What follows belongs to an exercise in optimizing a design on an open flow for small area, a short achievable clock period and few clock cycles; a production flow would make more cautious choices. The RTL was checked by simulation tests, not by an equivalence proof against the original design. Power figures rest on the tool's default switching activity, not on a simulated workload.

[design/flow/config.mk]
export PLATFORM = sky130hd
export DESIGN_NAME = cn_codec
export DESIGN_NICKNAME = cn_codec
export VERILOG_FILES = /design/flow/design.v
export SDC_FILE = /design/flow/constraint.sdc
export NUM_CORES = 4
export LEC_CHECK = 0
export CAP_MARGIN = 20
export CORE_MARGIN = 2
export CORE_UTILIZATION = 55
export CTS_BUF_LIST = sky130_fd_sc_hd__clkbuf_4
export PLACE_DENSITY = 0.75
export SETUP_SLACK_MARGIN = 4.5
export SLEW_MARGIN = 20
[design/flow/constraint.sdc]
create_clock -name core_clock -period 8.0 [get_ports {clk}]
set_input_delay 1.6000 -clock core_clock [delete_from_list [all_inputs] [get_ports {clk}]]
set_output_delay 1.6000 -clock core_clock [all_outputs]
set_load 0.01 [all_outputs]
[design/flow/design.v]
module cn_codec (
    input  wire        clk,
    input  wire        rst,
    input  wire        cmd_valid,
    input  wire [31:0] cmd_word,
    input  wire [31:0] opa_addr,
    input  wire [31:0] opa_len,
    input  wire [31:0] opa_dst,
    input  wire [7:0]  opa_flags,
    input  wire [31:0] opa_seqack,
    output reg         busy,
    output wire [7:0]  res_code,
    output reg  [31:0] res_len,
    output reg  [15:0] res_cksum,
    output reg  [31:0] res_hdr0,
    output reg  [31:0] res_hdr1,
    output reg  [8:0]  res_hdr2,
    output wire        mem_req,
    output wire        mem_we,
    output wire [31:0] mem_addr,
    output wire [7:0]  mem_wdata,
    input  wire        mem_gnt,
    input  wire        mem_rvalid,
    input  wire [7:0]  mem_rdata
);
    function [32:0] bk_carry(input [31:0] g, input [31:0] p, input ci, input integer W);
        reg [31:0] G, P;
        integer i, l, d;
        begin
            G = g;
            P = p;
            G[0] = g[0] | (p[0] & ci);
            P[0] = 1'b0;
            for (l = 0; l < 5; l = l + 1) begin
                d = 1 << l;
                for (i = 0; i < 32; i = i + 1)
                    if (i < W && ((i + 1) % (2 * d)) == 0) begin
                        G[i] = G[i] | (P[i] & G[i - d]);
                        P[i] = P[i] & P[i - d];
                    end
            end
            for (l = 3; l >= 0; l = l - 1) begin
                d = 1 << l;
                for (i = 0; i < 32; i = i + 1)
                    if (i < W && ((i + 1) % (2 * d)) == d && i >= 2 * d) begin
                        G[i] = G[i] | (P[i] & G[i - d]);
                        P[i] = P[i] & P[i - d];
                    end
            end
            bk_carry[0] = ci;
            for (i = 1; i <= 32; i = i + 1)
                bk_carry[i] = G[i - 1];
        end
    endfunction
    function [31:0] step32(input [31:0] x, input dn);
        reg [32:0] c;
        begin
            c = bk_carry(32'd0, x ^ {32{dn}}, 1'b1, 32);
            step32 = x ^ c[31:0];
        end
    endfunction
    function [15:0] dec16(input [15:0] x);
        reg [32:0] c;
        begin
            c = bk_carry(32'd0, {16'd0, ~x}, 1'b1, 16);
            dec16 = x ^ c[15:0];
        end
    endfunction
    function [32:0] add32(input [31:0] a, input [31:0] b, input ci);
        reg [32:0] c;
        begin
            c = bk_carry(a & b, a ^ b, ci, 32);
            add32 = {c[32], (a ^ b) ^ c[31:0]};
        end
    endfunction
    function [16:0] add16(input [15:0] a, input [15:0] b, input ci);
        reg [32:0] c;
        begin
            c = bk_carry({16'd0, a & b}, {16'd0, a ^ b}, ci, 16);
            add16 = {c[16], (a ^ b) ^ c[15:0]};
        end
    endfunction
    localparam LIM = 7;    
    reg [1:0] rc;
    assign res_code = {4'd0, rc[1], ~rc[1] & rc[0], ~rc[1] & rc[0], rc[0]};
    localparam CHK1 = 0;   
    localparam CHK2 = 1;   
    localparam CHK3 = 2;   
    localparam RUN  = 3;   
    localparam DH0  = 4;   
    localparam DH1  = 5;   
    localparam DH2  = 6;   
    localparam EH   = 7;   
    localparam FIN1 = 8;   
    localparam FIN2 = 9;
    reg [9:0]  ph;
    reg        aok, nbig, nlt9, nhz, lbad, l9;    
    reg        is_ck, is_enc, is_dec;             
    reg        ill;       
    reg        dh;        
    reg [31:0] P;         
    reg [31:0] Q;         
    reg [39:0] X;         
    reg        rq, wq;    
    reg        rmore;     
    reg [2:0]  om;        
    reg [1:0]  cred;      
    reg        lb;        
    reg [7:0]  rb;        
    reg        rbv;
    reg [7:0]  f0, f1, f2;    
    reg [2:0]  wp, rp;        
    reg [1:0]  fc;
    reg [15:0] acc;       
    reg        cy;
    reg        hi;        
    reg        skip;      
    reg        nz;        
    wire [31:0] pr_x = ~(P ^ res_len);
    wire [31:0] pr_o = P | res_len;
    wire [32:0] sum  = add32(pr_x, {pr_o[30:0], 1'b0}, 1'b0);
    wire        r_zero = (res_len == 32'd0);
    wire        s_ok = r_zero | ~(sum[32] & pr_o[31]);
    wire [31:0] Pnx  = step32(P, is_enc);
    wire [31:0] Qdec = step32(Q, 1'b1);
    wire        qhi0 = (Q[31:1] == 31'd0);
    wire rd_g = rq & mem_gnt;
    wire wr_g = wq & mem_gnt;
    wire [15:0] W = res_len[31:16];    
    wire [15:0] Wdec = dec16(W);
    wire last_rd  = is_ck ? (qhi0 & Q[0]) : (W == 16'd10);
    wire       run     = ph[RUN];
    wire       rmore_n = rmore & ~(rd_g & last_rd);
    wire [2:0] om_n    = om + {2'd0, rd_g} - {2'd0, mem_rvalid};
    wire       push    = mem_rvalid & is_enc;
    wire       pop     = wr_g & run;
    wire [1:0] fc_n    = fc + {1'b0, push} - {1'b0, pop};
    wire [1:0] cred_n  = cred + {1'b0, rd_g & is_enc} - {1'b0, pop};
    wire       rd_ok   = rmore_n & (cred_n != 2'd3);
    wire        take   = rbv & ~dh;
    wire        role   = hi & ~lb;
    wire        hiE    = take & role;
    wire        loE    = take & ~role;
    wire [15:0] addend = {rb & {8{hiE}}, rb & {8{loE}}};
    wire [16:0] asum   = add16(acc, addend, cy);
    wire [15:0] ck     = ~acc;
    wire [15:0] ckf    = nz ? ck : 16'd0;
    reg [7:0] xin;
    always @(*) begin
        case (W[1:0])
        2'b01:   xin = res_len[7:0];
        2'b00:   xin = res_len[15:8];
        2'b11:   xin = ckf[7:0];
        default: xin = ckf[15:8];
        endcase
    end
    assign mem_req   = rq | wq;
    assign mem_we    = wq;
    assign mem_addr  = wq ? Q : P;
    assign mem_wdata = ({8{ph[EH]}} & X[7:0]) | ({8{rp[0]}} & f0) |
                       ({8{rp[1]}} & f1) | ({8{rp[2]}} & f2);
    wire [15:0] L     = res_hdr0[31:16];
    wire [15:0] Lm9   = add16(L, 16'hFFF7, 1'b0);
    wire        l_lt9 = (L[15:4] == 12'd0) & ~(L[3] & (L[2:0] != 3'd0));
    wire [16:0] n_l   = add16(res_len[15:0], ~L, 1'b1);
    wire        l_gtn = ~nhz & ~n_l[16];
    wire        n_lt9 = (res_len[31:4] == 28'd0) & ~(res_len[3] & (res_len[2:0] != 3'd0));
    wire        n_big = (res_len[31:16] != 16'd0) |
                        ((res_len[15:4] == 12'hFFF) & (res_len[3] | (&res_len[2:0])));
    wire [15:0] Np9   = add16(res_len[15:0], 16'd9, 1'b0);
    always @(posedge clk) begin
        rb  <= mem_rdata;
        rbv <= mem_rvalid;
        if (push && wp[0]) f0 <= mem_rdata;
        if (push && wp[1]) f1 <= mem_rdata;
        if (push && wp[2]) f2 <= mem_rdata;
        if (busy && (ph[CHK1] || ph[DH1])) begin
            {cy, acc} <= 17'd0;
            nz        <= 1'b0;
            hi        <= 1'b1;
            skip      <= 1'b0;
        end else begin
            {cy, acc} <= asum;
            if (take) begin
                nz <= 1'b1;
                if (skip) skip <= 1'b0;
                else      hi   <= ~hi;
            end
            if (busy && ph[CHK3]) begin
                hi   <= 1'b0;
                skip <= ~res_len[0];
            end
        end
        if (!busy) begin
            P <= opa_addr;
            Q <= (cmd_word[1:0] == 2'd2) ? opa_dst : opa_len;
            X <= {opa_seqack[15:0], opa_seqack[31:16], opa_flags};
        end else begin
            if ((ph[CHK1] || ph[CHK2]) && is_enc) begin
                P <= Q;
                Q <= sum[31:0];
            end
            if (run && rd_g)
                P <= Pnx;
            if ((run || ph[EH]) && (is_enc ? wr_g : rd_g))
                Q <= Qdec;
            if (ph[EH] && wr_g)
                X <= {xin, X[39:8]};
        end
    end
    always @(posedge clk) begin
        if (rst) begin
            busy      <= 1'b0;
            rc        <= 2'd0;
            res_len   <= 32'd0;
            res_cksum <= 16'd0;
            res_hdr0  <= 32'd0;
            res_hdr1  <= 32'd0;
            res_hdr2  <= 9'd0;
            rq        <= 1'b0;
            wq        <= 1'b0;
            rmore     <= 1'b0;
            om        <= 3'd0;
            fc        <= 2'd0;
            cred      <= 2'd0;
            dh        <= 1'b0;
            lb        <= 1'b0;
        end else if (!busy) begin
            if (cmd_valid) begin
                busy    <= 1'b1;
                ph      <= 10'd1 << CHK1;
                is_ck   <= (cmd_word[1:0] == 2'd1);
                is_enc  <= (cmd_word[1:0] == 2'd2);
                is_dec  <= (cmd_word[1:0] == 2'd3);
                ill     <= (cmd_word[31:2] != 30'd0) | (cmd_word[1:0] == 2'd0);
                res_len <= opa_len;
            end
        end else begin
            if (ph[CHK1]) begin
                aok  <= s_ok;
                nbig <= n_big;
                nlt9 <= n_lt9;
                nhz  <= (res_len[31:16] != 16'd0);
                if (is_enc)
                    res_len[15:0] <= Np9;
                ph <= 10'd1 << CHK2;
            end
            if (ph[CHK2]) begin
                aok <= s_ok;
                if (ill) begin
                    rc      <= 2'd1;
                    res_len <= 32'd0;
                    busy    <= 1'b0;
                end else if (!aok || (is_enc && nbig)) begin
                    rc      <= 2'd2;
                    res_len <= 32'd0;
                    busy    <= 1'b0;
                end else if (is_ck) begin
                    rmore <= ~(qhi0 & ~Q[0]);
                    rq    <= ~(qhi0 & ~Q[0]);
                    ph    <= 10'd1 << RUN;
                end else if (is_enc) begin
                    res_len[31:16] <= res_len[15:0];
                    ph <= 10'd1 << CHK3;
                end else begin  
                    if (nlt9) begin
                        rc      <= 2'd3;
                        res_len <= 32'd0;
                        busy    <= 1'b0;
                    end else begin
                        dh    <= 1'b1;
                        res_len[31:16] <= 16'd18;
                        rmore <= 1'b1;
                        rq    <= 1'b1;
                        ph    <= 10'd1 << RUN;
                    end
                end
            end
            if (ph[CHK3]) begin
                if (!aok) begin
                    rc      <= 2'd2;
                    res_len <= 32'd0;
                    busy    <= 1'b0;
                end else begin
                    rmore <= (W != 16'd9);
                    rq    <= (W != 16'd9);
                    wp    <= 3'b001;
                    rp    <= 3'b001;
                    ph    <= 10'd1 << RUN;
                end
            end
            if (run) begin
                if (rd_g && !is_ck)
                    res_len[31:16] <= Wdec;
                rmore <= rmore_n;
                om    <= om_n;
                fc    <= fc_n;
                cred  <= cred_n;
                lb    <= ~is_enc & ~rmore_n & (om_n == 3'd0);
                if (push) wp <= {wp[1:0], wp[2]};
                if (pop)  rp <= {rp[1:0], rp[2]};
                if (is_enc) begin
                    rq <= rd_ok;
                    wq <= ~rd_ok & (fc_n != 2'd0);
                    if (!rmore_n && om_n == 3'd0 && fc_n == 2'd0) begin
                        wq <= 1'b1;
                        rp <= 3'b000;
                        ph <= 10'd1 << EH;
                    end
                end else begin
                    rq <= rmore_n & (om_n < LIM);
                    if (!rmore_n && om_n == 3'd0)
                        ph <= dh ? (10'd1 << DH0) : (10'd1 << FIN1);
                end
            end
            if (ph[DH0])
                ph <= 10'd1 << DH1;
            if (ph[DH1]) begin
                dh   <= 1'b0;
                lbad <= l_lt9 | l_gtn;
                l9   <= (L == 16'd9);
                ph   <= 10'd1 << DH2;
            end
            if (ph[DH2]) begin
                if (lbad) begin
                    rc       <= 2'd3;
                    res_len  <= 32'd0;
                    res_hdr2[8] <= 1'b0;
                    busy     <= 1'b0;
                end else begin
                    res_len <= {L, Lm9};
                    rmore   <= ~l9;
                    rq      <= ~l9;
                    ph      <= 10'd1 << RUN;
                end
            end
            if (ph[EH]) begin
                if (wr_g) begin
                    res_len[31:16] <= Wdec;
                    if (W[3:0] == 4'd1) begin
                        wq   <= 1'b0;
                        rc   <= 2'd0;
                        busy <= 1'b0;
                    end
                end
            end
            if (ph[FIN1] && !rbv)
                ph <= 10'd1 << FIN2;
            if (ph[FIN2]) begin
                rc   <= 2'd0;
                busy <= 1'b0;
                if (is_dec)
                    res_len[31:16] <= 16'd0;
                if (is_ck)
                    res_cksum <= ck;
                else
                    res_hdr2[8] <= (ckf == res_hdr0[15:0]);
            end
            if (dh && rbv) begin
                res_hdr0[15:8]  <= res_hdr0[7:0];
                res_hdr0[7:0]   <= res_hdr0[31:24];
                res_hdr0[31:24] <= res_hdr0[23:16];
                res_hdr0[23:16] <= res_hdr1[15:8];
                res_hdr1[15:8]  <= res_hdr1[7:0];
                res_hdr1[7:0]   <= res_hdr1[31:24];
                res_hdr1[31:24] <= res_hdr1[23:16];
                res_hdr1[23:16] <= res_hdr2[7:0];
                res_hdr2[7:0]   <= rb;
            end
        end
    end
endmodule
[design/flow/standard.sh]
#!/bin/bash
# synth_recipe.tcl (not shown) runs the flow's synth.tcl, then flattens the netlist and writes it again
# the make line also repeats each setting of config.mk as NAME=value (left out here)
make -C /OpenROAD-flow-scripts/flow DESIGN_CONFIG=/design/flow/config.mk WORK_HOME=/design/flow/orfs CLKGATE_MAP_FILE= SYNTH_SCRIPT=/design/flow/synth_recipe.tcl "${@:-finish}"
[design/flow/flow/run.sh]
#!/bin/bash
set -euo pipefail
export BUFFER_PORTS_ARGS="-buffer_cell sky130_fd_sc_hd__buf_1"
export CTS_ARGS="-sink_clustering_enable -repair_clock_nets -dont_use_dummy_load -buf_list sky130_fd_sc_hd__clkbuf_8 -sink_clustering_size 12 -sink_clustering_max_diameter 60"
bash standard.sh > standard_flow.log 2>&1
==> results of run 1 <==
==> layer usage <==
layer	vias to the layer above	wire, um	global-route usage (%)
met5	-	0	0
met4	0	2980	13.9
met3	198	7800	7.95
met2	1150	31100	53.5
met1	9294	28300	46.9
li1	9022	-	-
==> layout make-up <==
type | instances | area (sq um) | area share [%]
multi-input cells | 1733 | 12100 | 50.6
flip-flops and latches | 319 | 8010 | 33.5
repair buffers | 417 | 1890 | 7.91
inverters | 195 | 742 | 3.10
well taps | 511 | 639 | 2.67
clock buffers | 39 | 537 | 2.25
==> cells in the mapped netlist (9+ instances only) <==
cell / n
edfxtp_1: 154
xor2_1: 15
and2_1: 35
o211ai_1: 20
dfxtp_1: 165
a211oi_1: 33
a31oi_1: 12
and3_1: 27
o221ai_1: 24
a21oi_1: 201
inv_1: 193
ha_1: 147
nor2_1: 174
xnor2_1: 91
a21o_1: 29
buf_1: 9
a22oi_1: 26
nor3_1: 35
nand2b_1: 12
o21ai_0: 162
mux2i_1: 66
nor2b_1: 18
mux2_2: 42
clkbuf_1: 125
nand4_1: 12
o21a_1: 10
nand2_1: 312
o32a_1: 15
o22ai_1: 11
nor4_1: 25
nand3_1: 45
fa_1: 25
==> worst min path at each step <==
stage,end,from,cells after the start,slack [ns]
2_1_floorplan,res_hdr2[1],rb[1],2,0.44
3_3_place_gp,fc[0],fc[0],2,0.45
6_report,res_hdr1[30],res_hdr1[22],2,0.46
3_5_place_dp,res_hdr1[15],res_hdr1[7],2,0.46
4_1_cts,res_hdr1[30],res_hdr1[22],2,0.46
5_1_grt,cred[0],cred[0],2,0.49
==> tightest hold or removal path, cell delays in order, from the launching register on <==
cell and delay, ns:
dfxtp_1 0.33, nand2_1 0.06, a21oi_1 0.05
==> layout by cell type (no fill, tap or decap), types with 88 or more instances in the layout <==
master | synthesis | layout
dfxtp_1 | 165 | 141
buf_1 | 9 | 344
o21ai_0 | 162 | 154
nand2_1 | 312 | 309
edfxtp_1 | 154 | 154
xnor2_1 | 91 | 88
ha_1 | 147 | 128
a21oi_1 | 201 | 195
nor2_1 | 174 | 173
inv_1 | 193 | 166
==> timing repair <==
item | CTS | global route
gates resized for setup | 92 | 66
pin swaps | 17 | 13
setup endpoints to repair | 81 | 69
buffers inserted | 33 | 18
hold endpoints to repair | 0 | 0
==> stage by stage <==
stage / setup slack, ns / total power [W] / utilization [%] / instance area [sq um]
2_1_floorplan: 4.01 / 0.00299 / - / 20800
3_3_place_gp: 3.58 / 0.00336 / 59.8 / 22400
3_5_place_dp: 3.48 / 0.00342 / 59.8 / 22400
4_1_cts: 4.48 / 0.00453 / 62.8 / 23500
5_1_grt: 4.43 / 0.00489 / 63.9 / 23900
6_report: 4.52 / 0.00467 / 63.9 / 23900
==> cells by family after synthesis <==
logic type / count (synthesis) / synth area share (%)
AOI/OAI and AO/OA: 604 / 18.0
adders and majority gates: 172 / 11.3
other: 1 / 0.0181
DFF: 319 / 38.3
buffers and inverters: 336 / 6.19
and+or+nand+nor: 739 / 16.3
xor gates and xnor gates: 106 / 4.48
muxes: 108 / 5.47
==> flip-flops by register name (all words and copies together) (netlist names), 2 cells and up <==
name,count
res_hdr0,32
om,3
cred,2
rp,3
acc,16
wp,3
res_hdr2,9
res_hdr1,32
res_cksum,16
fc,2
rc,2
f2,8
Q,32
X,40
P,32
ph,10
res_len,32
f0,8
f1,8
rb,8
==> power breakdown <==
group | switching [W] | leakage (nW) | total [W] | internal [W]
registers | 0.000230 | 2.90 | 0.00212 | 0.00189
logic | 0.000847 | 5.78 | 0.00151 | 0.000663
clock network | 0.000603 | 0.280 | 0.00104 | 0.000434
total | 0.00168 | 8.96 | 0.00467 | 0.00299
==> out/qor.yml, run 1 <==
run_status: "no timing/DRC/antenna violations"
critPathCapture: "busy"
setup_viol: 0
ant_nets: 0
hp-class: "reg2reg"
r2r-end: "Q[26]"
clock-sinks: 319
rsz0062_at_grt: "true"
r2r_slack_ns: 4.53
num_rows: 71
vias_per_cell: 6.12
cp-start-kind: "flip-flop"
ir_worst_vdd_mv: 0.122
die_x_um: 198
crit_arrival_ns: 1.88
period_minus_slack_ns: 3.48
cts_root_buf: "clkbuf_8"
slew-limit-headroom_pct: 24.1
yosys-top-cells-area: "edfxtp_1 22%, dfxtp_1 16%, ha_1 8.9%"
fillers: 3127
async_reset_ff_share_pct: 0
path_buf_inv: 2
syn_area_sq_um: 20700
finalCritPeriodShare_pct: 43.5
h-tree-depth: 2
slew_violations: 0
worst_slew_pin_slew_ns: 1.13
nets: 3058
ys_seq_area_share_pct: 38.3
netlist.area_leader.share_pct: 22.3
crit_chain: "buf_12, buf_1"
insertion_delay_ns: 0.64
die_area_sq_um: 39200
synth_edf_count: 154
fin_setup_tns_ns: 0
antenna_found_initial: 0
die_h_um: 198
cts_tree: "built"
yosys_warnings: 1
drtIter0Drc: 2395
hpwlAfterDp_mm: 50.6
reg2reg_depth: 15
syn2layout_area_growth_pct: 15.4
synth_ff_type: "dfxtp_1"
startpoint: "busy"
clockBufferDepth: 3
critPathMaxFanout: 83
clk_pin_slew_ns: 0.08
place_congestion: 1.00
grt.total_usage_pct: 34.6
required_ns: 6.40
synth.ff_latch_count: 319
hold_viol: 0
cpLargestDelayFamily: "flip-flops"
port_buffers: 348
grt_pass1_vias: 18600
drc: 0
cp.depth: 2
vias: 19700
instances_no_fill: 3214
core_area_sq_um: 37400
dp.cells: 3124
synth_top_area_cell: "edfxtp_1"
endpoint_kind: "output port"
drive_gt1_share_pct: 10.7
wire_per_inst_um: 21.9
pin_count: 353
netlist_instances: 2385
total_leakage_power_nw: 8.96
cpMaxStageDelayCell: "dfxtp_4"
drtPass1Iterations: 6
syn_area_per_cell_sq_um: 8.69
slowest_delay_ns: 0.62
grt-ovfl-total: 0
cts_buffers: 39
totalWireLength_mm: 70.2
drv_cap: 0
max_freq_mhz: 288
r2r-start: "P[3]"
initial_core_util_pct: 55.4
power_density_nw_per_um2: 195
hold_ws_ns: 0.459
ys_types: 75
path_class: "reg2out"
postCtsHoldBufs: 0
grt_max_degree: 101
antennaDiodeCount: 0
grt_pass1_wl_mm: 104
fin_skew_ns: 0.0612
Testbench counts, summed over its fixed seeds: cycles 157,732.
==> run 2: changes to the inputs <==
--- a/design/flow/config.mk
+++ b/design/flow/config.mk
@@ -10,5 +10,5 @@
 export CORE_UTILIZATION = 55
 export CTS_BUF_LIST = sky130_fd_sc_hd__clkbuf_4
 export PLACE_DENSITY = 0.75
-export SETUP_SLACK_MARGIN = 4.5
+export SETUP_SLACK_MARGIN = 4.65
 export SLEW_MARGIN = 20
==> run 2 against run 1 <==
  * Still clean
  * Clock power is essentially flat
  * Critical path depth up 14
  * Worst setup slack got worse by 0.048 ns
  * Maximum frequency decreased by 1.4%
  * First-iteration DRC count fell by 2.5%
  * Combinational power is 7% higher
  * Non-clock buffer count increased by 32
  * Design area rose by 1.7%
  * Die area stayed put
  * Total power grew 1.6%
  * Critical endpoint is now Q[30]
  * Largest cell class unchanged
  * Largest power group unchanged
==> out/qor.yml, run 2 <==
grt-ovfl-total: 0
largest_register_ffs: 40
synth_ff_type: "dfxtp_1"
slowest_delay_ns: 0.49
clock-sinks: 319
r2r-start: "P[2]"
drtIter0Drc: 2335
initial_core_util_pct: 55.4
synth_top_area_cell: "edfxtp_1"
drtPass1Iterations: 7
grt_max_degree: 103
nets: 3089
hold_viol: 0
hp-start: "res_hdr1[21]"
yosys.area_share.simple_pct: 16.3
synthMuxAreaShare_pct: 5.47
ant_nets: 0
final_cell_mix: "342 x buf_1, 310 x nand2_1, 192 x a21oi_1"
synth_top_family_by_area: "compound AO/OA/AOI/OAI gates"
ir_worst_vdd_mv: 0.135
place_congestion: 1.00
cts_root_buf: "clkbuf_8"
cpMaxStageDelayCell: "fa_1"
rsz0062_at_grt: "true"
wire_per_inst_um: 21.8
hpwlAfterDp_mm: 50.2
synth_most_common_cell: "nand2_1"
clk_pin_slew_ns: 0.08
async_reset_ff_share_pct: 0
finalCritPeriodShare_pct: 44.1
netlist.area_leader.share_pct: 22.3
yosys-top-cells-area: "edfxtp_1 22%, dfxtp_1 16%, ha_1 8.9%"
period_minus_slack_ns: 3.53
port_buffers: 348
crit_chain: "inv_2, ha_4, inv_4, ha_4, a211oi_4, o21ai_2, a31oi_2, o41a_1, buf_6, o22ai_4, a21oi_4, o21a_1, fa_1, mux2i_1, nor2_1, a21oi_1"
syn2layout_area_growth_pct: 17.3
run_status: "no timing/DRC/antenna violations"
crit_path_frequent_cell: "ha_4"
die_area_sq_um: 39200
cts_buffers: 38
cpLargestDelayFamily: "compound AO/OA/AOI/OAI gates"
antenna_found_initial: 0
insertion_delay_ns: 0.62
fin_setup_tns_ns: 0
required_ns: 8.28
die_x_um: 198
total_leakage_power_nw: 9.15
endpoint_kind: "flip-flop"
syn_area_sq_um: 20700
fin_skew_ns: 0.0518
num_rows: 71
critPathMaxFanout: 4
totalWireLength_mm: 70.9
max_freq_mhz: 284
cp-start-kind: "flip-flop"
regMostFlops: "X"
drc: 0
startpoint: "P[2]"
die_h_um: 198
antennaDiodeCount: 0
synth_edf_count: 154
power_density_nw_per_um2: 195
grt_pass1_vias: 18700
grt_pass1_wl_mm: 105
synth.ff_latch_count: 319
ys_types: 75
ys_seq_area_share_pct: 38.3
final_common_cell: "buf_1"
netlist_instances: 2385
h-tree-depth: 2
synth_compound_area_share_pct: 18.0
slew-limit-headroom_pct: 26.0
vias_per_cell: 6.15
hold_ws_ns: 0.444
ys_top_cells_by_count: "312 x nand2_1, 201 x a21oi_1, 193 x inv_1"
drive_gt1_share_pct: 12.5
grt.total_usage_pct: 34.8
pin_count: 353
vias: 20000
worst_slew_pin_slew_ns: 1.11
clockBufferDepth: 3
cts_tree: "built"
hp-class: "reg2reg"
drv_cap: 0
synthAdderAreaFrac_pct: 11.3
syn_area_per_cell_sq_um: 8.69
setup_viol: 0
path_class: "reg2reg"
yosys_warnings: 1
crit_arrival_ns: 3.80
path_buf_inv: 3
slew_violations: 0
final_core_util_pct: 65.0
synthXorXnorAreaFrac_pct: 4.48
core_area_sq_um: 37400
run 2: cell counts after synthesis:
No cell type changed its count.
run 2: final timing paths:
check	end	slack, ns	depth (start not counted)
hold reg to reg	res_hdr1[29]	0.44	2
setup / recovery	Q[30]	4.47	16
setup reg to reg	Q[30]	4.47	16
hold / removal	res_hdr1[29]	0.44	2
run 2: repair_timing:
action / CTS / global route
setup endpoints to repair: 151 / 56
pin swaps: 30 / 35
hold buffers: 0 / 0
resized for setup: 137 / 72
gates cloned: 1 / 0
buffers inserted: 49 / 36
run 2: area by class of cell:
class | count | area (sq um)
well taps | 511 | 639
clock buffers | 38 | 523
fillers | 3102 | 13100
flip-flops and latches | 319 | 8010
repair buffers | 449 | 2200
multi-input cells | 1733 | 12200
inverters | 195 | 749
run 2: cells by family (layout without fill, tap and decap cells):
logic type                 count (synthesis)  after routing
adders and majority gates                172            172
muxes                                    108            108
DFF                                      319            319
AOI/OAI and AO/OA                        604            604
xor gates and xnor gates                 106            106
and+or+nand+nor                          739            739
other                                      1              4
buffers and inverters                    336            682
run 2: metrics by stage:
| stage | area, sq um | setup slack (ns) | std cells | total power [W] |
|---|---|---|---|---|
| after floorplan | 20800 | 4.01 | 2388 | 0.00299 |
| after global placement | 22400 | 3.57 | 3121 | 0.00336 |
| after detailed placement | 22400 | 3.47 | 3121 | 0.00341 |
| after CTS | 23700 | 4.46 | 3209 | 0.00456 |
| after global routing | 24300 | 4.36 | 3245 | 0.00497 |
| final | 24300 | 4.47 | 3245 | 0.00474 |
run 2: worst reg2reg max path: cells and delay by family, from the launching register on:
kind            cells  cell delay, ns
fa+ha+maj           3            1.06
buf+inv             3            0.26
flops               1            0.40
simple gates        1            0.13
compound gates      8            1.27
mux                 1            0.08
run 2: where the power goes:
| group | internal [W] | switching (W) | total [W] |
|---|---|---|---|
| Combinational | 0.000733 | 0.000874 | 0.00161 |
| Clock | 0.000423 | 0.000595 | 0.00102 |
| Sequential | 0.00189 | 0.000225 | 0.00211 |
| Total | 0.00304 | 0.00169 | 0.00474 |
run 2: layer usage:
layer | wire (um) | up-vias | part of all wire, % | GRT usage, %
met5 | 0 | - | 0 | 0
met4 | 3130 | 0 | 4.4 | 14.3
met3 | 8100 | 209 | 11 | 8.24
met2 | 31200 | 1230 | 44 | 53.4
met1 | 28500 | 9433 | 40 | 47.3
li1 | - | 9079 | - | -
==> run 3: changes to the inputs <==
--- a/design/flow/config.mk
+++ b/design/flow/config.mk
@@ -5,10 +5,11 @@
 export SDC_FILE = /design/flow/constraint.sdc
 export NUM_CORES = 4
 export LEC_CHECK = 0
+export ABC_AREA = 1
 export CAP_MARGIN = 20
 export CORE_MARGIN = 2
 export CORE_UTILIZATION = 55
 export CTS_BUF_LIST = sky130_fd_sc_hd__clkbuf_4
 export PLACE_DENSITY = 0.75
-export SETUP_SLACK_MARGIN = 4.65
+export SETUP_SLACK_MARGIN = 4.3
 export SLEW_MARGIN = 20
==> run 3 against run 2 <==
  * Worst setup slack worse by 0.066 ns
  * Area after synthesis up 0.86%
  * Sequential share of layout area grew 1.4 points
  * Non-clock buffer count fell by 83
  * Core utilization shrank 3.4 points
  * Wire length is 2.3% higher
==> out/qor.yml, run 3 <==
synth.ff_latch_count: 319
place_congestion: 1.01
synth_edf_count: 154
regMostFlops: "X"
max_freq_mhz: 278
netlist.area_leader.share_pct: 22.1
initial_core_util_pct: 55.6
ys_seq_area_share_pct: 37.9
hold_viol: 0
r2r_slack_ns: 4.41
insertion_delay_ns: 0.65
syn2layout_area_growth_pct: 10.7
crit_arrival_ns: 3.93
die_h_um: 199
synth_ff_type: "dfxtp_1"
synthXorXnorAreaFrac_pct: 3.88
synth_top_area_cell: "edfxtp_1"
grt.total_usage_pct: 36.3
path_class: "reg2reg"
drv_cap: 0
reg2reg_depth: 17
vias_per_cell: 5.78
r2r-end: "Q[31]"
total_leakage_power_nw: 9.93
core_area_sq_um: 37600
required_ns: 8.34
use_met2_pct: 54.2
hpwlAfterDp_mm: 54.9
num_rows: 71
synth_compound_area_share_pct: 17.6
yosys_warnings: 1
top_usage_layer: "met2"
hold_ws_ns: 0.462
pin_count: 353
endpoint_kind: "flip-flop"
die_x_um: 199
cp-start-kind: "flip-flop"
yosys.area_share.simple_pct: 19.8
clock-sinks: 319
synthMuxAreaShare_pct: 0
antenna_found_initial: 2
clk_pin_slew_ns: 0.08
setup_viol: 0
drive_gt1_share_pct: 4.39
wire_per_inst_um: 20.3
ir_worst_vdd_mv: 0.139
synth_top_family_by_area: "simple AND/OR/NAND/NOR gates"
gr-usage-met1_pct: 51.0
worst_slew_pin_slew_ns: 1.08
clockBufferDepth: 3
power_density_nw_per_um2: 190
largest_register_ffs: 40
finalCritPeriodShare_pct: 44.9
dp.cells: 3522
syn_area_sq_um: 20900
r2r-start: "res_len[8]"
yosys-top-cells-area: "edfxtp_1 22%, dfxtp_1 16%, nand2_1 10%"
grt_pass1_vias: 19100
netlist_instances: 2772
use_met3_pct: 8.27
rsz0062_at_grt: "false"
grt_pass1_wl_mm: 109
port_buffers: 348
nets: 3409
ys_top_cells_by_count: "564 x nand2_1, 381 x inv_1, 334 x o21ai_0"
fin_setup_tns_ns: 0
vias: 20600
ant_nets: 0
grt-ovfl-total: 0
final_cell_mix: "559 x nand2_1, 373 x inv_1, 347 x buf_1"
cts_root_buf: "clkbuf_8"
run_status: "no timing/DRC/antenna violations"
cts_tree: "built"
totalWireLength_mm: 72.5
fin_skew_ns: 0.0772
synthAdderAreaFrac_pct: 11.2
synth_most_common_cell: "nand2_1"
critPathMaxFanout: 6
cts_buffers: 38
startpoint: "res_len[8]"
hp-class: "reg2reg"
drtPass1Iterations: 6
ys_types: 64
die_area_sq_um: 39600
final_common_cell: "nand2_1"
instances_no_fill: 3566
period_minus_slack_ns: 3.59
async_reset_ff_share_pct: 0
h-tree-depth: 2
grt_max_degree: 91
slew-limit-headroom_pct: 27.9
slew_violations: 0
drtIter0Drc: 2611
syn_area_per_cell_sq_um: 7.54
drc: 0
critPathCapture: "Q[31]"
-- run 3: cell count changes after synthesis, moves of 60 or more --
cell / before / now
inv_1: 193 / 381
mux2i_1: 66 / 0
nand2_1: 312 / 564
nor2_1: 174 / 248
xnor2_1: 91 / 31
o21ai_0: 162 / 334
-- run 3: through the flow --
| stage | util (%) | setup WS [ns] | instance area (sq um) | power [W] |
|---|---|---|---|---|
| floorplan | - | 4.26 | 21000 | 0.00291 |
| global placement | 59.9 | 3.79 | 22500 | 0.00330 |
| detailed placement | 59.9 | 3.67 | 22500 | 0.00334 |
| CTS | 61.3 | 4.32 | 23000 | 0.00436 |
| global route | 61.6 | 4.30 | 23100 | 0.00462 |
| finish | 61.6 | 4.41 | 23100 | 0.00439 |
-- run 3: timing repair --
action                                 4_1_cts  5_1_grt
endpoints found under the hold margin        0        0
buffers inserted                             0        5
gates resized for setup                      3       26
pin swaps                                    0        1
setup endpoints to repair                    5       73
hold buffers                                 0        0
-- run 3: worst min path at each step --
stage	endpoint	start	slack [ns]	cells past startpoint
2_1_floorplan	res_cksum[11]	acc[11]	0.43	1
3_3_place_gp	res_hdr1[7]	res_hdr1[7]	0.44	2
3_5_place_dp	res_hdr1[11]	res_hdr1[11]	0.45	2
4_1_cts	res_hdr1[11]	res_hdr1[11]	0.46	2
5_1_grt	res_hdr1[14]	res_hdr1[14]	0.48	2
6_report	res_hdr1[14]	res_hdr1[14]	0.46	2
-- run 3: critical path, stage by stage (launching register included) --
cell and delay [ns]:
dfxtp_1 0.56, inv_1 0.26, ha_1 0.39, inv_1 0.06, ha_1 0.27, nand2_1 0.08, nor4_1 0.17, nand2_1 0.09
nand2_1 0.14, nand2_1 0.07, nand2_1 0.15, nand2_1 0.12, nand2_1 0.10, a21oi_1 0.08, fa_1 0.39, xnor2_1 0.14
o21ai_0 0.17, o22ai_1 0.08
-- run 3: power breakdown --
| group | total [W] | switching, W | leakage, nW | internal [W] |
|---|---|---|---|---|
| sequential | 0.00206 | 0.000182 | 2.90 | 0.00188 |
| clock | 0.00103 | 0.000609 | 0.273 | 0.000424 |
| combinational | 0.00129 | 0.000821 | 6.76 | 0.000471 |
-- run 3: cells by family after synthesis --
logic type               Yosys count
other                              1
buffers and inverters            514
AO/OA/AOI/OAI                    682
AND/OR/NAND/NOR                  994
adder cells (fa/ha/maj)          172
flip-flops                       319
XOR/XNOR                          90
-- run 3: final cells by class --
type | instances | area [sq um]
Inverter | 389 | 1470
Antenna cell | 1 | 2.50
Timing Repair Buffer | 366 | 1450
Fill cell | 3472 | 14400
Clock buffer | 38 | 523
Sequential cell | 319 | 7960
Multi-Input combinational cell | 1942 | 11100
Tap cell | 511 | 639
-- run 3: routing by layer --
metal  share of wire (%)  up-vias
li1                    -     9720
met1                  41     9461
met2                  42     1243
met3                  12      171
met4                 4.0        2
met5               0.017        -
==> run 4: changes to the inputs <==
--- a/design/flow/config.mk
+++ b/design/flow/config.mk
@@ -11,5 +11,5 @@
 export CORE_UTILIZATION = 55
 export CTS_BUF_LIST = sky130_fd_sc_hd__clkbuf_4
 export PLACE_DENSITY = 0.75
-export SETUP_SLACK_MARGIN = 4.3
+export SETUP_SLACK_MARGIN = 4.5
 export SLEW_MARGIN = 20
==> run 4 against run 3 <==
  * Via count is 1.4% higher
  * Clock-buffer cell count is 2 higher
  * Wire length increased by 1.2%
  * Synthesized cell count unchanged
  * Register-to-register slack better by 0.22 ns
  * Clock power about the same
  * Total power increased by 0.78%
  * Clock skew is 0.021 ns lower
  * Sequential cell count is the same
  * Critical endpoint is now X[18]
  * Largest cell class unchanged
==> out/qor.yml, run 4 <==
max_freq_mhz: 292
syn2layout_area_growth_pct: 12.2
grt_pass1_wl_mm: 110
ir_worst_vdd_mv: 0.118
insertion_delay_ns: 0.62
drc: 0
totalWireLength_mm: 73.4
required_ns: 8.22
core_area_sq_um: 37600
yosys_warnings: 1
crit_arrival_ns: 3.65
worst_slew_pin_slew_ns: 1.05
rsz0062_at_grt: "true"
drtPass1Iterations: 7
synth_ff_type: "dfxtp_1"
synth_edf_count: 154
ant_nets: 0
wire_per_inst_um: 20.4
hold_viol: 0
die_x_um: 199
final_cell_mix: "556 x nand2_1, 361 x inv_1, 345 x buf_1"
finalCritPeriodShare_pct: 42.8
die_area_sq_um: 39600
clock-sinks: 319
vias: 20900
largest_register_ffs: 40
clk_pin_slew_ns: 0.07
cts_buffers: 40
grt_pass1_vias: 19500
num_rows: 71
pin_count: 353
regMostFlops: "X"
synth.ff_latch_count: 319
drive_gt1_share_pct: 6.04
hp-class: "reg2reg"
setup_viol: 0
yosys-top-cells-area: "edfxtp_1 22%, dfxtp_1 16%, nand2_1 10%"
initial_core_util_pct: 55.6
fillers: 3451
seq_area_sq_um: 7980
endpoint_kind: "flip-flop"
ys_top_cells_by_count: "564 x nand2_1, 381 x inv_1, 334 x o21ai_0"
hpwlAfterDp_mm: 55.0
slew-limit-headroom_pct: 30.1
cp-start-kind: "input port"
place_congestion: 0.978
grt.total_usage_pct: 36.6
drv_cap: 0
critPathMaxFanout: 40
grt_max_degree: 124
run_status: "no timing/DRC/antenna violations"
syn_area_sq_um: 20900
fin_setup_tns_ns: 0
total_leakage_power_nw: 10.1
syn_area_per_cell_sq_um: 7.54
grt-ovfl-total: 0
netlist_instances: 2772
synth_top_area_cell: "edfxtp_1"
drtIter0Drc: 2295
final_common_cell: "nand2_1"
antenna_found_initial: 2
synth_most_common_cell: "nand2_1"
cts_tree: "built"
port_buffers: 348
slew_violations: 0
path_class: "in2reg"
netlist.area_leader.share_pct: 22.1
nets: 3432
die_h_um: 199
clockBufferDepth: 3
ys_types: 64
vias_per_cell: 5.82
period_minus_slack_ns: 3.42
fin_skew_ns: 0.0566
h-tree-depth: 2
cts_root_buf: "clkbuf_8"
power_w: 0.00442
multi_input_area_sq_um: 11200
ys_seq_area_share_pct: 37.9
power_density_nw_per_um2: 189
async_reset_ff_share_pct: 0
[run 4: cell types whose count changed in the layout (fill, tap and decap cells not counted), moves of 4 or more]
cell / previous run / this run
buf_4: 17 / 35
inv_1: 373 / 361
inv_2: 9 / 17
dfxtp_4: 4 / 11
clkinvlp_4: 2 / 7
dfxtp_1: 149 / 145
nand2_2: 4 / 8
o21ai_0: 331 / 327
[run 4: what timing repair did]
item | 4_1_cts | 5_1_grt
buffers inserted | 6 | 19
hold buffers | 0 | 0
setup endpoints to repair | 88 | 111
gates cloned | 1 | 0
pin swaps | 2 | 8
resized for setup | 29 | 46
[run 4: power by group]
group | switching (W) | internal [W] | total, W | leakage, nW
sequential | 0.000182 | 0.00188 | 0.00206 | 2.90
combinational | 0.000833 | 0.000483 | 0.00132 | 6.86
clock | 0.000601 | 0.000444 | 0.00104 | 0.288
[run 4: critical path: stages]
cell and delay (ns):
buf_4 0.12, nand2_1 0.17, nor2_2 0.42, inv_1 0.49, nand2_2 0.83
[run 4: path summary, 6_finish.rpt]
path,startpoint,endpoint,slack [ns],cells after the start
setup / recovery,mem_gnt,X[18],4.58,5
hold / removal,res_hdr1[13],res_hdr1[13],0.46,2
setup reg to reg,res_len[12],Q[31],4.63,17
hold reg to reg,res_hdr1[13],res_hdr1[13],0.46,2
[run 4: cell families after synthesis]
logic type,Yosys count,synth area share [%]
and+or+nand+nor,994,19.8
other,1,0.0179
adders and majority gates,172,11.2
xor gates and xnor gates,90,3.88
DFF,319,37.9
buffers and inverters,514,9.58
AOI/OAI and AO/OA,682,17.6
[run 4: cell type report]
class                           instances  share of cell area [%]
Clock buffer                           40                    2.35
Sequential cell                       319                    34.0
Tap cell                              511                    2.73
Inverter                              389                    6.35
Antenna cell                            1                  0.0107
Timing Repair Buffer                  386                    6.95
Multi-Input combinational cell       1943                    47.6
[run 4: metrics by stage]
stage	utilization, %	worst slack [ns]	hold WS (ns)	std cells	instance area (sq um)
floorplan	-	4.27	0.434	2775	21000
global placement	59.9	3.55	0.446	3521	22500
detailed placement	59.9	3.47	0.451	3521	22500
CTS	61.7	4.51	0.463	3568	23200
global route	62.4	4.49	0.473	3588	23500
finish	62.4	4.58	0.461	3589	23500
[run 4: metal layers]
layer | part of all wire [%] | track usage, % | vias to the layer above
met3 | 11 | 8.05 | 189
li1 | - | - | 9769
met1 | 42 | 50.6 | 9734
met5 | 0.048 | 0 | -
met4 | 4.0 | 15.0 | 4
met2 | 43 | 55.3 | 1187
==> run 5: changes to the inputs <==
--- a/design/flow/config.mk
+++ b/design/flow/config.mk
@@ -8,8 +8,8 @@
 export ABC_AREA = 1
 export CAP_MARGIN = 20
 export CORE_MARGIN = 2
-export CORE_UTILIZATION = 55
+export CORE_UTILIZATION = 60
 export CTS_BUF_LIST = sky130_fd_sc_hd__clkbuf_4
-export PLACE_DENSITY = 0.75
+export PLACE_DENSITY = 0.8
 export SETUP_SLACK_MARGIN = 4.5
 export SLEW_MARGIN = 20
==> run 5 against run 4 <==
  * Still clean
  * Clock-buffer cell count is 2 lower
  * Critical endpoint is now mem_addr[16]
  * Worst hold slack better by 0.0054 ns
  * Synthesized cell count stayed put
  * Via count is 1.2% higher
  * Maximum frequency hardly changed
  * Critical path depth is 2 lower
  * Worst setup slack hardly changed
  * Critical path type is now reg2out
  * Clock power hardly changed
==> out/qor.yml, run 5 <==
run_status: "no timing/DRC/antenna violations"
insertion_delay_ns: 0.62
total_leakage_power_nw: 10.0
largest_register_ffs: 40
endpoint_kind: "output port"
antenna_found_initial: 1
num_rows: 68
rsz0062_at_grt: "true"
setup_viol: 0
synth_top_family_by_area: "simple AND/OR/NAND/NOR gates"
synth_most_common_cell: "nand2_1"
synth_top_area_cell: "edfxtp_1"
h-tree-depth: 2
final_cell_mix: "559 x nand2_1, 363 x inv_1, 345 x buf_1"
max_freq_mhz: 292
hold_viol: 0
nets: 3425
cts_root_buf: "clkbuf_8"
pin_count: 353
slew_violations: 0
synthAdderAreaFrac_pct: 11.2
critPathMaxFanout: 67
ys_seq_area_share_pct: 37.9
initial_core_util_pct: 60.7
place_congestion: 0.976
synth_ff_type: "dfxtp_1"
netlist.area_leader.share_pct: 22.1
layout_setup_ws_ns: 4.58
ys_types: 64
yosys-top-cells-area: "edfxtp_1 22%, dfxtp_1 16%, nand2_1 10%"
totalWireLength_mm: 74.1
instances_no_fill: 3526
power_density_nw_per_um2: 189
hpwlAfterDp_mm: 55.8
syn2layout_area_growth_pct: 11.5
required_ns: 6.40
final_common_cell: "nand2_1"
ir_worst_vdd_mv: 0.160
wire_per_inst_um: 21.0
crit_arrival_ns: 1.82
grt_pass1_vias: 19600
synth_compound_area_share_pct: 17.6
drtIter0Drc: 2672
cts_buffers: 38
grt_pass1_wl_mm: 110
synthMuxAreaShare_pct: 0
syn_area_sq_um: 20900
path_class: "reg2out"
synth_edf_count: 154
clockBufferDepth: 3
yosys.area_share.simple_pct: 19.8
die_area_sq_um: 36300
yosys_warnings: 1
clock-sinks: 319
clk_pin_slew_ns: 0.07
dp.cells: 3467
fin_setup_tns_ns: 0
worst_slew_pin_slew_ns: 1.05
grt.total_usage_pct: 39.7
vias: 21100
hold_ws_ns: 0.466
drtPass1Iterations: 6
pre_cts_slack_ns: 3.70
syn_area_per_cell_sq_um: 7.54
drv_cap: 0
drc: 0
cp-start-kind: "flip-flop"
async_reset_ff_share_pct: 0
core_area_sq_um: 34500
ant_nets: 0
netlist_instances: 2772
grt_max_degree: 131
grt-ovfl-total: 0
die_h_um: 191
drive_gt1_share_pct: 5.57
period_minus_slack_ns: 3.42
fin_skew_ns: 0.0657
regMostFlops: "X"
synthXorXnorAreaFrac_pct: 3.88
synth.ff_latch_count: 319
hp-class: "reg2reg"
finalCritPeriodShare_pct: 42.8
die_x_um: 191
port_buffers: 348
slew-limit-headroom_pct: 29.8
ys_top_cells_by_count: "564 x nand2_1, 381 x inv_1, 334 x o21ai_0"
vias_per_cell: 5.99
cts_tree: "built"
run 5: cell types whose count changed in the layout (fill, tap and decap cells not counted), sizes merged:
cell    before  now
buf        384  379
clkbuf      42   41
clkinv       3    4
inv        379  378
nor2       261  260
run 5: cell families after synthesis:
| group | Yosys count |
|---|---|
| simple gates | 994 |
| compound gates | 682 |
| buf+inv | 514 |
| flops | 319 |
| fa+ha+maj | 172 |
| xor+xnor | 90 |
| other cells | 1 |
run 5: stage by stage:
step                      power (W)  util, %  cell area, sq um
after floorplan             0.00291        -             21000
after global placement      0.00331     65.2             22500
after detailed placement    0.00335     65.2             22500
after CTS                   0.00436     66.9             23000
after global routing        0.00462     67.6             23300
final                       0.00441     67.6             23300
run 5: worst paths after layout:
kind | slack, ns | startpoint | cells after the start | endpoint
hold / removal | 0.47 | res_hdr1[0] | 2 | res_hdr1[0]
setup reg to reg | 4.61 | res_len[1] | 16 | Q[14]
hold reg to reg | 0.47 | res_hdr1[0] | 2 | res_hdr1[0]
setup / recovery | 4.58 | wq | 3 | mem_addr[16]
run 5: per-layer routing:
layer	share of wire (%)	wire (um)	vias to the layer above	GRT usage, %
met2	43	31800	1348	60.2
met3	12	8670	198	9.22
met5	0	0	-	0
met4	4.2	3090	0	16.1
li1	-	-	9745	-
met1	41	30400	9839	54.8
run 5: worst max-delay path, cell delays in order (launching register included):
cell and delay [ns]:
dfxtp_2 0.34, clkbuf_8 0.27, o21ai_0 0.38, buf_1 0.19
run 5: report_power, final:
part	switching, W	internal, W	total (W)	leakage, nW
clock network	0.000602	0.000423	0.00103	0.273
registers	0.000178	0.00188	0.00206	2.90
logic	0.000846	0.000484	0.00133	6.83
run 5: final cells by class:
class	count	area (sq um)
antenna	1	2.50
fill	3003	11200
timing repair buffer	382	1580
tap	455	569
inverter	389	1490
multi-input combinational	1942	11200
sequential	319	7980
clock buffer	38	523
run 5: timing repair:
action,4_1_cts,5_1_grt
setup buffers,1,19
setup endpoints to repair,53,88
gates resized for setup,23,45
hold buffers,0,0
pin swaps,2,10
==> run 6: changes to the inputs <==
==> design/flow/flow/run.sh (replaced) <==
#!/bin/bash
set -euo pipefail
export BUFFER_PORTS_ARGS="-buffer_cell sky130_fd_sc_hd__buf_1"
export CTS_ARGS="-sink_clustering_enable -repair_clock_nets -dont_use_dummy_load -buf_list sky130_fd_sc_hd__clkbuf_8 -sink_clustering_size 16 -sink_clustering_max_diameter 50"
bash standard.sh > standard_flow.log 2>&1
==> run 6 against run 5 <==
  * Sequential power hardly changed
  * Critical path type is now in2reg
  * Design area is 0.17% lower
  * First-iteration DRC count is 3.8% higher
  * Global-route usage hardly changed
  * Maximum frequency is 0.25% higher
  * Still clean
  * Core utilization is 0.12 points lower
==> out/qor.yml, run 6 <==
syn_area_sq_um: 20900
grt_pass1_vias: 19500
insertion_delay_ns: 0.64
drive_gt1_share_pct: 5.35
nets: 3420
clockBufferDepth: 3
clk_pin_slew_ns: 0.09
period_minus_slack_ns: 3.42
cts_buffers: 40
cp-start-kind: "input port"
ys_seq_area_share_pct: 37.9
synthXorXnorAreaFrac_pct: 3.88
yosys.area_share.simple_pct: 19.8
syn2layout_area_growth_pct: 11.3
antenna_found_initial: 3
largest_register_ffs: 40
fillers: 3004
drtIter0Drc: 2773
cts_root_buf: "clkbuf_8"
async_reset_ff_share_pct: 0
yosys_warnings: 1
slew_violations: 0
finalCritPeriodShare_pct: 42.7
postCtsHoldBufs: 0
drtPass1Iterations: 8
grt_max_degree: 131
rsz0062_at_grt: "true"
port_buffers: 348
final_area_sq_um: 23300
hold_end: "res_hdr1[8]"
slew-limit-headroom_pct: 28.5
synth.ff_latch_count: 319
die_x_um: 191
power_w: 0.00444
netlist.area_leader.share_pct: 22.1
final_common_cell: "nand2_1"
dpl_cell_area_sq_um: 22500
syn_area_per_cell_sq_um: 7.54
hp-start: "res_hdr1[8]"
drc: 0
r2r_slack_ns: 4.64
core_area_sq_um: 34500
die_area_sq_um: 36300
totalWireLength_mm: 73.9
cts_tree: "built"
synth_edf_count: 154
pin_count: 353
synthMuxAreaShare_pct: 0
ir_worst_vdd_mv: 0.172
regMostFlops: "X"
power_density_nw_per_um2: 191
ant_nets: 0
critPathMaxFanout: 6
die_h_um: 191
ys_types: 64
crit_arrival_ns: 3.82
synthAdderAreaFrac_pct: 11.2
vias: 21100
max_freq_mhz: 293
worst_slew_pin_slew_ns: 1.07
synth_top_area_cell: "edfxtp_1"
synth_compound_area_share_pct: 17.6
reg2reg_depth: 15
r2r-start: "res_len[17]"
hpwlAfterDp_mm: 55.8
grt.total_usage_pct: 39.7
hold_depth: 2
fin_setup_tns_ns: 0
path_class: "in2reg"
hold_viol: 0
vias_per_cell: 5.99
netlist_instances: 2772
final_cell_mix: "558 x nand2_1, 365 x inv_1, 345 x buf_1"
clock-sinks: 319
grt-ovfl-total: 0
synth_top_family_by_area: "simple AND/OR/NAND/NOR gates"
yosys-top-cells-area: "edfxtp_1 22%, dfxtp_1 16%, nand2_1 10%"
wire_per_inst_um: 21.0
grt_pass1_wl_mm: 110
synth_ff_type: "dfxtp_1"
num_rows: 68
hp-class: "reg2reg"
drv_cap: 0
fin_skew_ns: 0.0520
synth_most_common_cell: "nand2_1"
h-tree-depth: 2
r2r-end: "res_len[31]"
initial_core_util_pct: 60.7
endpoint_kind: "flip-flop"
run_status: "no timing/DRC/antenna violations"
total_leakage_power_nw: 9.99
setup_viol: 0
place_congestion: 0.976
required_ns: 8.40
ys_top_cells_by_count: "564 x nand2_1, 381 x inv_1, 334 x o21ai_0"
run 6: cell counts after synthesis:
Identical to the previous run, type by type.
run 6: per-stage QoR:
stage                     std cells  setup WS (ns)  hold WS [ns]  utilization [%]
after floorplan                2775           4.27         0.434                -
after global placement         3467           3.78         0.446             65.2
after detailed placement       3467           3.70         0.456             65.2
after CTS                      3508           4.48         0.464             66.9
after global routing           3520           4.43         0.488             67.5
final                          3521           4.58         0.464             67.5
run 6: how the worst max path moves through the flow:
stage	cells past startpoint	end	startpoint	slack, ns
5_1_grt	17	acc[15]	rbv	4.43
6_report	14	rp[1]	mem_gnt	4.58
3_5_place_dp	14	ph[9]	mem_gnt	3.70
3_3_place_gp	14	ph[9]	mem_gnt	3.78
4_1_cts	19	Q[31]	res_len[1]	4.48
2_1_floorplan	13	ph[9]	mem_gnt	4.27
run 6: per-layer routing:
metal,up-vias,global-route usage [%],part of all wire (%)
met2,1348,60.8,43
met4,4,14.5,3.8
met5,-,0,0.035
met3,201,9.27,12
met1,9791,54.9,41
li1,9734,-,-
run 6: logic make-up after synthesis:
family | count (synthesis)
and+or+nand+nor | 994
AOI/OAI and AO/OA | 682
buffers and inverters | 514
DFF | 319
adders and majority gates | 172
xor gates and xnor gates | 90
other | 1
run 6: repair_timing:
action | CTS | global route
resized for setup | 21 | 47
pin swaps | 1 | 9
endpoints found under the setup margin | 68 | 85
cloned | 0 | 0
setup buffers | 1 | 12
run 6: final cells by class:
| type | instances | area, sq um | area share [%] |
|---|---|---|---|
| antenna | 1 | 2.50 | 0.0108 |
| clock buffer | 40 | 551 | 2.37 |
| inverter | 389 | 1480 | 6.38 |
| multi-input combinational | 1942 | 11100 | 47.9 |
| sequential | 319 | 7980 | 34.3 |
| tap | 455 | 569 | 2.45 |
| timing repair buffer | 375 | 1530 | 6.56 |
run 6: report_power, final:
part           internal, W  leakage (nW)  switching (W)
clock             0.000444         0.288       0.000611
combinational     0.000480          6.80       0.000843
sequential         0.00188          2.90       0.000178
total              0.00281          9.99        0.00163
run 6: worst max-delay path, stage by stage:
cell     delay [ns]
buf_6          0.10
nand2_8        0.07
ha_4           0.28
inv_2          0.04
ha_4           0.14
fa_2           0.34
xnor2_2        0.15
inv_1          0.06
nand2_1        0.09
nand2_2        0.09
nor3_4         0.36
nand4_1        0.21
nor2_1         0.21
a21oi_1        0.06
==> run 7: changes to the inputs <==
--- a/design/flow/config.mk
+++ b/design/flow/config.mk
@@ -8,8 +8,8 @@
 export ABC_AREA = 1
 export CAP_MARGIN = 20
 export CORE_MARGIN = 2
-export CORE_UTILIZATION = 60
+export CORE_UTILIZATION = 55
 export CTS_BUF_LIST = sky130_fd_sc_hd__clkbuf_4
-export PLACE_DENSITY = 0.8
+export PLACE_DENSITY = 0.75
 export SETUP_SLACK_MARGIN = 4.5
 export SLEW_MARGIN = 20
==> run 7 against run 6 <==
  * Sequential share of layout area fell by 0.42 points
  * Final cell count rose by 2.1%
  * First-iteration DRC count fell by 11%
  * Wire length fell by 0.29%
  * Area after synthesis did not move
==> out/qor.yml, run 7 <==
r2r-start: "res_len[15]"
final_cell_mix: "556 x nand2_1, 360 x inv_1, 346 x buf_1"
ys_types: 64
path_class: "reg2reg"
die_x_um: 199
grt_max_degree: 124
num_rows: 71
syn_area_per_cell_sq_um: 7.54
max_freq_mhz: 293
run_status: "no timing/DRC/antenna violations"
pre_cts_slack_ns: 3.47
rsz0062_at_grt: "false"
cts_tree: "built"
netlist_instances: 2772
ys_top_cells_by_count: "564 x nand2_1, 381 x inv_1, 334 x o21ai_0"
hp-class: "reg2reg"
fin_setup_tns_ns: 0
largest_register_ffs: 40
crit_arrival_ns: 3.74
drive_gt1_share_pct: 6.42
drtPass1Iterations: 7
slew_violations: 0
clk_pin_slew_ns: 0.07
clock-sinks: 319
yosys-top-cells-area: "edfxtp_1 22%, dfxtp_1 16%, nand2_1 10%"
power_density_nw_per_um2: 190
synth_top_area_cell: "edfxtp_1"
antenna_found_initial: 1
syn2layout_area_growth_pct: 12.7
worst_slew_pin_slew_ns: 1.01
ys_seq_area_share_pct: 37.9
hpwlAfterDp_mm: 55.0
initial_core_util_pct: 55.6
totalWireLength_mm: 73.7
regMostFlops: "X"
final_common_cell: "nand2_1"
core_area_sq_um: 37600
clockBufferDepth: 3
synth.ff_latch_count: 319
critPathMaxFanout: 5
grt.total_usage_pct: 36.5
ir_worst_vdd_mv: 0.133
setup_viol: 0
h-tree-depth: 2
place_congestion: 0.978
nets: 3440
die_area_sq_um: 39600
cts_root_buf: "clkbuf_8"
hold_viol: 0
vias: 20900
antennaDiodeCount: 0
drtIter0Drc: 2455
ant_nets: 0
fin_skew_ns: 0.0622
async_reset_ff_share_pct: 0
pin_count: 353
insertion_delay_ns: 0.64
slew-limit-headroom_pct: 32.9
finalCritPeriodShare_pct: 42.6
period_minus_slack_ns: 3.41
cts_buffers: 43
synth_ff_type: "dfxtp_1"
netlist.area_leader.share_pct: 22.1
synth_edf_count: 154
synth_most_common_cell: "nand2_1"
grt-ovfl-total: 0
vias_per_cell: 5.80
grt_pass1_wl_mm: 110
drc: 0
die_h_um: 199
syn_area_sq_um: 20900
port_buffers: 348
cp-start-kind: "flip-flop"
required_ns: 8.33
total_leakage_power_nw: 10.1
startpoint: "res_len[15]"
wire_per_inst_um: 20.5
hp-start: "res_hdr1[12]"
layout_setup_ws_ns: 4.59
yosys_warnings: 1
grt_pass1_vias: 19400
drv_cap: 0
endpoint_kind: "flip-flop"
run 7: layout make-up:
class,count,area (sq um)
multi-input cells,1943,11200
repair buffers,391,1650
fillers,3468,14000
clock buffers,43,592
flip-flops and latches,319,7980
well taps,511,639
inverters,389,1500
run 7: worst max-delay path: stages, from the launching register on:
cell	delay (ns)
dfxtp_4	0.39
clkinvlp_4	0.20
ha_1	0.33
inv_1	0.04
ha_1	0.32
nand2_1	0.10
nor4_1	0.29
nand2_1	0.10
nand2_2	0.12
nand2_1	0.07
nand2_2	0.11
nand2_1	0.10
nand2_1	0.11
a21oi_2	0.07
fa_1	0.38
xnor2_1	0.14
o21ai_1	0.16
o22ai_1	0.09
run 7: power by group:
group | internal, W | switching [W] | total, W
Clock | 0.000474 | 0.000614 | 0.00109
Sequential | 0.00188 | 0.000183 | 0.00207
Combinational | 0.000489 | 0.000838 | 0.00133
Total | 0.00285 | 0.00164 | 0.00448
run 7: path summary, 6_finish.rpt:
kind | slack [ns] | to | cells past startpoint
max | 4.59 | Q[31] | 17
min | 0.46 | res_hdr1[12] | 2
max reg2reg | 4.59 | Q[31] | 17
min reg2reg | 0.46 | res_hdr1[12] | 2
run 7: per-layer routing:
metal | up-vias | wire length [um] | global-route usage, %
li1 | 9792 | - | -
met1 | 9754 | 31100 | 51.2
met2 | 1147 | 31900 | 55.8
met3 | 177 | 7940 | 6.97
met4 | 2 | 2750 | 14.0
met5 | - | 16 | 0
run 7: metrics by stage:
stage | hold slack, ns | util, % | area, sq um | total power (W) | instances
4_1_cts | 0.462 | 61.7 | 23200 | 0.00441 | 3567
5_1_grt | 0.473 | 62.7 | 23600 | 0.00471 | 3596
6_report | 0.460 | 62.7 | 23600 | 0.00448 | 3596
3_3_place_gp | 0.446 | 59.9 | 22500 | 0.00331 | 3521
2_1_floorplan | 0.434 | - | 21000 | 0.00291 | 2775
3_5_place_dp | 0.451 | 59.9 | 22500 | 0.00334 | 3521
run 7: repair_timing:
action / CTS / global route
pin swaps: 2 / 10
setup endpoints to repair: 90 / 65
buffers inserted: 2 / 28
cloned: 1 / 0
hold buffers: 0 / 0
hold endpoints to repair: 0 / 0
resized for setup: 25 / 60
run 7: cells by family (layout without fill, tap and decap cells):
logic type / Yosys count / count (layout) / share of synthesized area (%)
fa+ha+maj: 172 / 172 / 11.2
xor+xnor: 90 / 90 / 3.88
simple gates: 994 / 995 / 19.8
other cells: 1 / 4 / 0.0179
buf+inv: 514 / 823 / 9.58
compound gates: 682 / 682 / 17.6
flops: 319 / 319 / 37.9

port drivers added, routing unchanged:
How much do the figures lean on ideal ports? The routed layouts below were timed once more, with nothing changed but the port constraints.
Step 1 sets driving cells, clkbuf_16 on the clock port and buf_2 on the other inputs (assumed; they add their load-dependent delay and slew).
Step 2 adds t to the input delays and takes it off the output delays; t is the mean of the earliest and latest rising clock arrival at the registers after step 1. Input paths then give back, and output paths get back, about the clock's delay inside the block.
a / b / c = ideal / step 1 / step 2; a / b = the first two.
run | t, ns | setup slack, ns | worst setup path at the end | latest minus earliest clock arrival (ns) | cell pins on the clock port's net
run 1 | 0.654 | 4.522 / 4.472 / 3.858 | input to register | 0.068 / 0.068 | 1
run 2 | 0.645 | 4.475 / 4.475 / 3.834 | input to register | 0.059 / 0.059 | 1
run 3 | 0.662 | 4.409 / 4.409 / 3.774 | input to register | 0.077 / 0.078 | 1
run 4 | 0.647 | 4.576 / 4.551 / 3.932 | input to register | 0.060 / 0.060 | 1
run 5 | 0.646 | 4.576 / 4.523 / 3.931 | input to register | 0.078 / 0.078 | 1
run 6 | 0.668 | 4.585 / 4.556 / 3.910 | input to register | 0.052 / 0.052 | 1
run 7 | 0.662 | 4.590 / 4.551 / 3.957 | input to register | 0.069 / 0.069 | 1
After both steps setup and hold are still met in every run listed. The setup slack of run 6, which loses most, moves by -0.029 ns with the drivers and by -0.675 ns with both steps.
